Background: an optimization exercise with open tools, aiming at small area. Do not read the settings as production practice. At most, simulation tests tie the RTL to the original design; equivalence was not proved.

==> run X <==
## can2matrix
module can2matrix (
  input  wire        clk,
  input  wire        rst,           
  input  wire        host_we,
  input  wire [7:0]  host_addr,
  input  wire [7:0]  host_wdata,
  output reg  [7:0]  host_rdata,
  output wire        tx_valid,
  output wire        tx_bus,
  output wire [10:0] tx_id,
  output wire [3:0]  tx_dlc,
  output wire [63:0] tx_data,
  input  wire        tx_ready
);
clock: 10.0 ns
lec_check: 0
cap_margin: 20
core_margin: 2
core_utilization: 50
slew_margin: 20
standard.sh (not shown) runs the stock make flow with config.mk's settings and CLKGATE_MAP_FILE= SYNTH_SCRIPT=/design/flow/synth_recipe.tcl, a recipe that flattens the netlist after the stock synthesis.
==> flow/flow/run.sh <==
#!/bin/bash
# Own flow: the standard layout, with two changes to how it is made:
#  - ports are buffered with the smallest buffer (sky130_fd_sc_hd__buf_1);
#  - clock tree synthesis uses clkbuf_4 buffers in clusters of up to 10 sinks and no dummy loads.
# Each step's full output goes to its own log file here.
set -euo pipefail
export BUFFER_PORTS_ARGS="-buffer_cell sky130_fd_sc_hd__buf_1"
export CTS_ARGS="-sink_clustering_enable -repair_clock_nets -dont_use_dummy_load -buf_list sky130_fd_sc_hd__clkbuf_4 -sink_clustering_size 10 -sink_clustering_max_diameter 40"
for step in synth floorplan place cts route finish; do
  bash standard.sh "$step" > "flow_${step}.log" 2>&1
done
==> run M: changes against run X <==
--- a/flow/design.v
+++ b/flow/design.v
@@ -29,13 +29,13 @@
   reg        night_mode;
   reg [5:0]  tick_cnt;
   reg [2:0]  lstate;
   reg [3:0]  seq;
   reg [1:0]  wait_cnt;
   reg [6:0]  buf_len;
-  reg [7:0]  rrow;
+  reg [7:0]  cursor;        
   reg [3:0]  chunk_len;
   reg        chunk_last;
   reg [63:0] chunk_data;
   reg        s1_b0, s1_b1, s1_hi;
   reg [7:0]  cmd_stage2, cmd_stage3;
   reg [10:0] rx_id;
@@ -46,31 +46,32 @@
   reg [3:0]  q_kind;
   reg [3:0]  q_par;         
   reg [511:0] buf_mem;
   wire [7:0] rx_b0 = rx_data[7:0];
   wire       wr_all;                        
   wire        q_busy = (q_cnt != 3'd0);
+  wire [6:0]  bl_m1   = buf_len - 7'd1;
+  wire [7:0]  last_oh = 8'd1 << bl_m1[5:3];
   wire        q_last  = (lstate != L_WAIT);
-  wire        chunk_q = q_busy && (q_kind == K_CHUNK);
-  wire [7:0]  cursor  = !chunk_q ? rrow : q_last ? 8'd1 : {rrow[6:0], rrow[7]};
-  wire [7:0]  rd_sel  = rrow;
+  wire [7:0]  rd_sel  = !q_busy ? cursor :
+                        q_last  ? last_oh : {cursor[0], cursor[7:1]};
   reg  [63:0] row_bytes;
   integer r;
   always @* begin
     row_bytes = 64'd0;
     for (r = 0; r < 8; r = r + 1)
       row_bytes = row_bytes | (buf_mem[64*r +: 64] & {64{rd_sel[r]}});
   end
   reg         nc_last;
   always @* begin
     nc_last = 1'b0;
     for (r = 0; r < 8; r = r + 1)
-      if (rrow[r] && buf_len <= 8*(r+1)) nc_last = 1'b1;
+      if (cursor[r] && buf_len <= 8*(r+1)) nc_last = 1'b1;
   end
   wire [3:0]  nc_len    = (nc_last && buf_len[2:0] != 3'd0) ? {1'b0, buf_len[2:0]} : 4'd8;
-  wire [7:0]  nc_cursor = nc_last ? 8'd1 : {rrow[6:0], rrow[7]};
+  wire [7:0]  nc_cursor = nc_last ? 8'd1 : {cursor[6:0], cursor[7]};
   wire [7:0] w0      = host_wdata;
   wire       trigger = host_we && (host_addr == 8'h00);
   wire       s1z     = !(s1_b0 | s1_b1 | s1_hi);
   wire       s2z     = (cmd_stage2 == 8'd0);
   wire       s3z     = (cmd_stage3 == 8'd0);
   wire       hiz     = s1z & s2z & s3z;
@@ -127,13 +128,13 @@
   reg [5:0]  tick_inc;
   reg [1:0]  wait_inc;
   always @* begin
     n_ign = ign; n_gear = gear; n_night_mode = night_mode;
     ld_wheel = 1'b0; ld_odo = 1'b0; ld_rpm = 1'b0; ld_dim = 1'b0;
     n_tick_cnt = tick_cnt; n_lstate = lstate; n_seq = seq; n_wait_cnt = wait_cnt;
-    n_buf_len = buf_len; n_cursor = rrow;
+    n_buf_len = buf_len; n_cursor = cursor;
     n_chunk_len = chunk_len; n_chunk_last = chunk_last; chunk_we = 1'b0;
     n_err = err;
     buf_we = 1'b0; do_sreset = 1'b0;
     push_n = 3'd0; push_kind = K_IGN;
     ls_req = 1'b0; ls_frame = 1'b0; ls_run = 1'b0;
     dim_next = 16'd0; tick_inc = 6'd0; wait_inc = 2'd0;
@@ -248,13 +249,14 @@
               push_kind = K_CACK; push_n = 3'd1;
               n_lstate = L_STOP; n_wait_cnt = 2'd0;
             end else if (buf_len == 7'd0) begin
               n_err[7] = 1'b1;
             end else begin
               push_kind = K_CHUNK; push_n = 3'd1;
-              n_seq = seq + 4'd1;    
+              n_seq = seq + 4'd1;
+              n_cursor = nc_cursor;
               if (!nc_last) begin
                 n_lstate = L_WAIT; n_wait_cnt = 2'd0;
               end
             end
           end
           L_WAIT: if (ls_frame && is_chunk_ack) begin
@@ -285,20 +287,20 @@
     endcase
   end
   always @(posedge clk) begin
     if (wr_all) begin
       ign <= 2'd0; gear <= 2'd0; night_mode <= 1'b0;
       tick_cnt <= 6'd0; lstate <= L_IDLE; seq <= 4'd0; wait_cnt <= 2'd0;
-      buf_len <= 7'd0; rrow <= 8'd1;
+      buf_len <= 7'd0; cursor <= 8'd1;
       chunk_len <= 4'd0; chunk_last <= 1'b0;
       err <= 9'd0;
       q_cnt <= 3'd0;
     end else begin
       ign <= n_ign; gear <= n_gear; night_mode <= n_night_mode;
       tick_cnt <= n_tick_cnt; lstate <= n_lstate; seq <= n_seq; wait_cnt <= n_wait_cnt;
-      buf_len <= n_buf_len; rrow <= (chunk_q && pop) ? cursor : n_cursor;
+      buf_len <= n_buf_len; cursor <= n_cursor;
       chunk_len <= n_chunk_len; chunk_last <= n_chunk_last;
       err <= n_err;
       if (push_n != 3'd0) begin
         q_cnt <= push_n;
       end else if (pop) begin
         q_cnt <= q_cnt - 3'd1;
==> flow/flow/run.sh (replaced) <==
#!/bin/bash
# Own flow: the standard layout, with two changes to how it is made:
#  - ports are buffered with the smallest buffer (sky130_fd_sc_hd__buf_1);
#  - clock tree synthesis uses clkbuf_8 buffers and no dummy loads.
# Each step's full output goes to its own log file here.
set -euo pipefail
export BUFFER_PORTS_ARGS="-buffer_cell sky130_fd_sc_hd__buf_1"
export CTS_ARGS="-sink_clustering_enable -repair_clock_nets -dont_use_dummy_load -buf_list sky130_fd_sc_hd__clkbuf_8 -sink_clustering_size 20 -sink_clustering_max_diameter 60"
for step in synth floorplan place cts route finish; do
  bash standard.sh "$step" > "flow_${step}.log" 2>&1
done
==> run B: changes against run X <==
==> flow/flow/run.sh (replaced) <==
#!/bin/bash
# Own flow: the standard layout, with these changes to how it is made:
#  - ports are buffered with the smallest buffer (sky130_fd_sc_hd__buf_1);
#  - clock tree synthesis uses clkbuf_4 buffers in clusters of up to 10 sinks and no dummy loads;
#  - after global routing, ORFS's power recovery (RECOVER_POWER) downsizes gates
#    on paths with positive slack.
# Each step's full output goes to its own log file here.
set -euo pipefail
export BUFFER_PORTS_ARGS="-buffer_cell sky130_fd_sc_hd__buf_1"
export RECOVER_POWER=100
export CTS_ARGS="-sink_clustering_enable -repair_clock_nets -dont_use_dummy_load -buf_list sky130_fd_sc_hd__clkbuf_4 -sink_clustering_size 10 -sink_clustering_max_diameter 40"
for step in synth floorplan place cts route finish; do
  bash standard.sh "$step" > "flow_${step}.log" 2>&1
done
==> results.json <==
{
  "outcome": "finished with violations",
  "syn_area_um2": 36160,
  "max_cap_viol_count": 23,
  "so.violations": "capacitance limit, slew limit",
  "power.switching_mw": 2.148,
  "core_um2": 71490,
  "slew_violations": 678
}
-- figures above: run B

==> results.json <==
{
  "fin_area_um2": 38600,
  "outcome": "finished clean",
  "core_um2": 71490,
  "syn_area_um2": 36160,
  "slew_violations": 0,
  "max_cap_viol_count": 0
}
-- figures above: run X

==> results.json <==
{
  "critPathCaptureType": "output port",
  "core_um2": 71730,
  "syn_area_um2": 36320,
  "max_cap_viol_count": 0,
  "power.switching_mw": 4.096,
  "cp-start-kind": "flip-flop",
  "outcome": "finished clean",
  "seqPwrFrac": 0.439
}
-- figures above: run M

The RTL of run M was laid out without a check of its function.

-- separate check: timing with driven ports --
No port has a modelled driver above. Below, the same layouts with a new extraction and two added sets of constraints.
Step 1 (the two cells are an assumption about what drives the block):
set clk [get_ports {clk}]
set_driving_cell -lib_cell sky130_fd_sc_hd__clkbuf_16 $clk
set_driving_cell -lib_cell sky130_fd_sc_hd__buf_2 [delete_from_list [all_inputs] $clk]
Step 2 also shifts input and output timing later by t, the mid clock arrival at the registers, as if the neighbouring blocks saw the same clock.
a / b / c = ideal / step 1 / step 2; a / b = the first two.
run	shift t [ns]	setup slack, ns	latest minus earliest clock arrival (ns)
run X	0.973	2.721 / 2.719 / 2.719	0.142 / 0.142
run M	0.770	2.085 / 2.024 / 2.618	0.106 / 0.106
run B	0.966	1.484 / 1.516 / 0.550	0.130 / 0.131
The setup slack of run B, which loses most, moves by +0.032 ns with the drivers and by -0.934 ns with both steps.
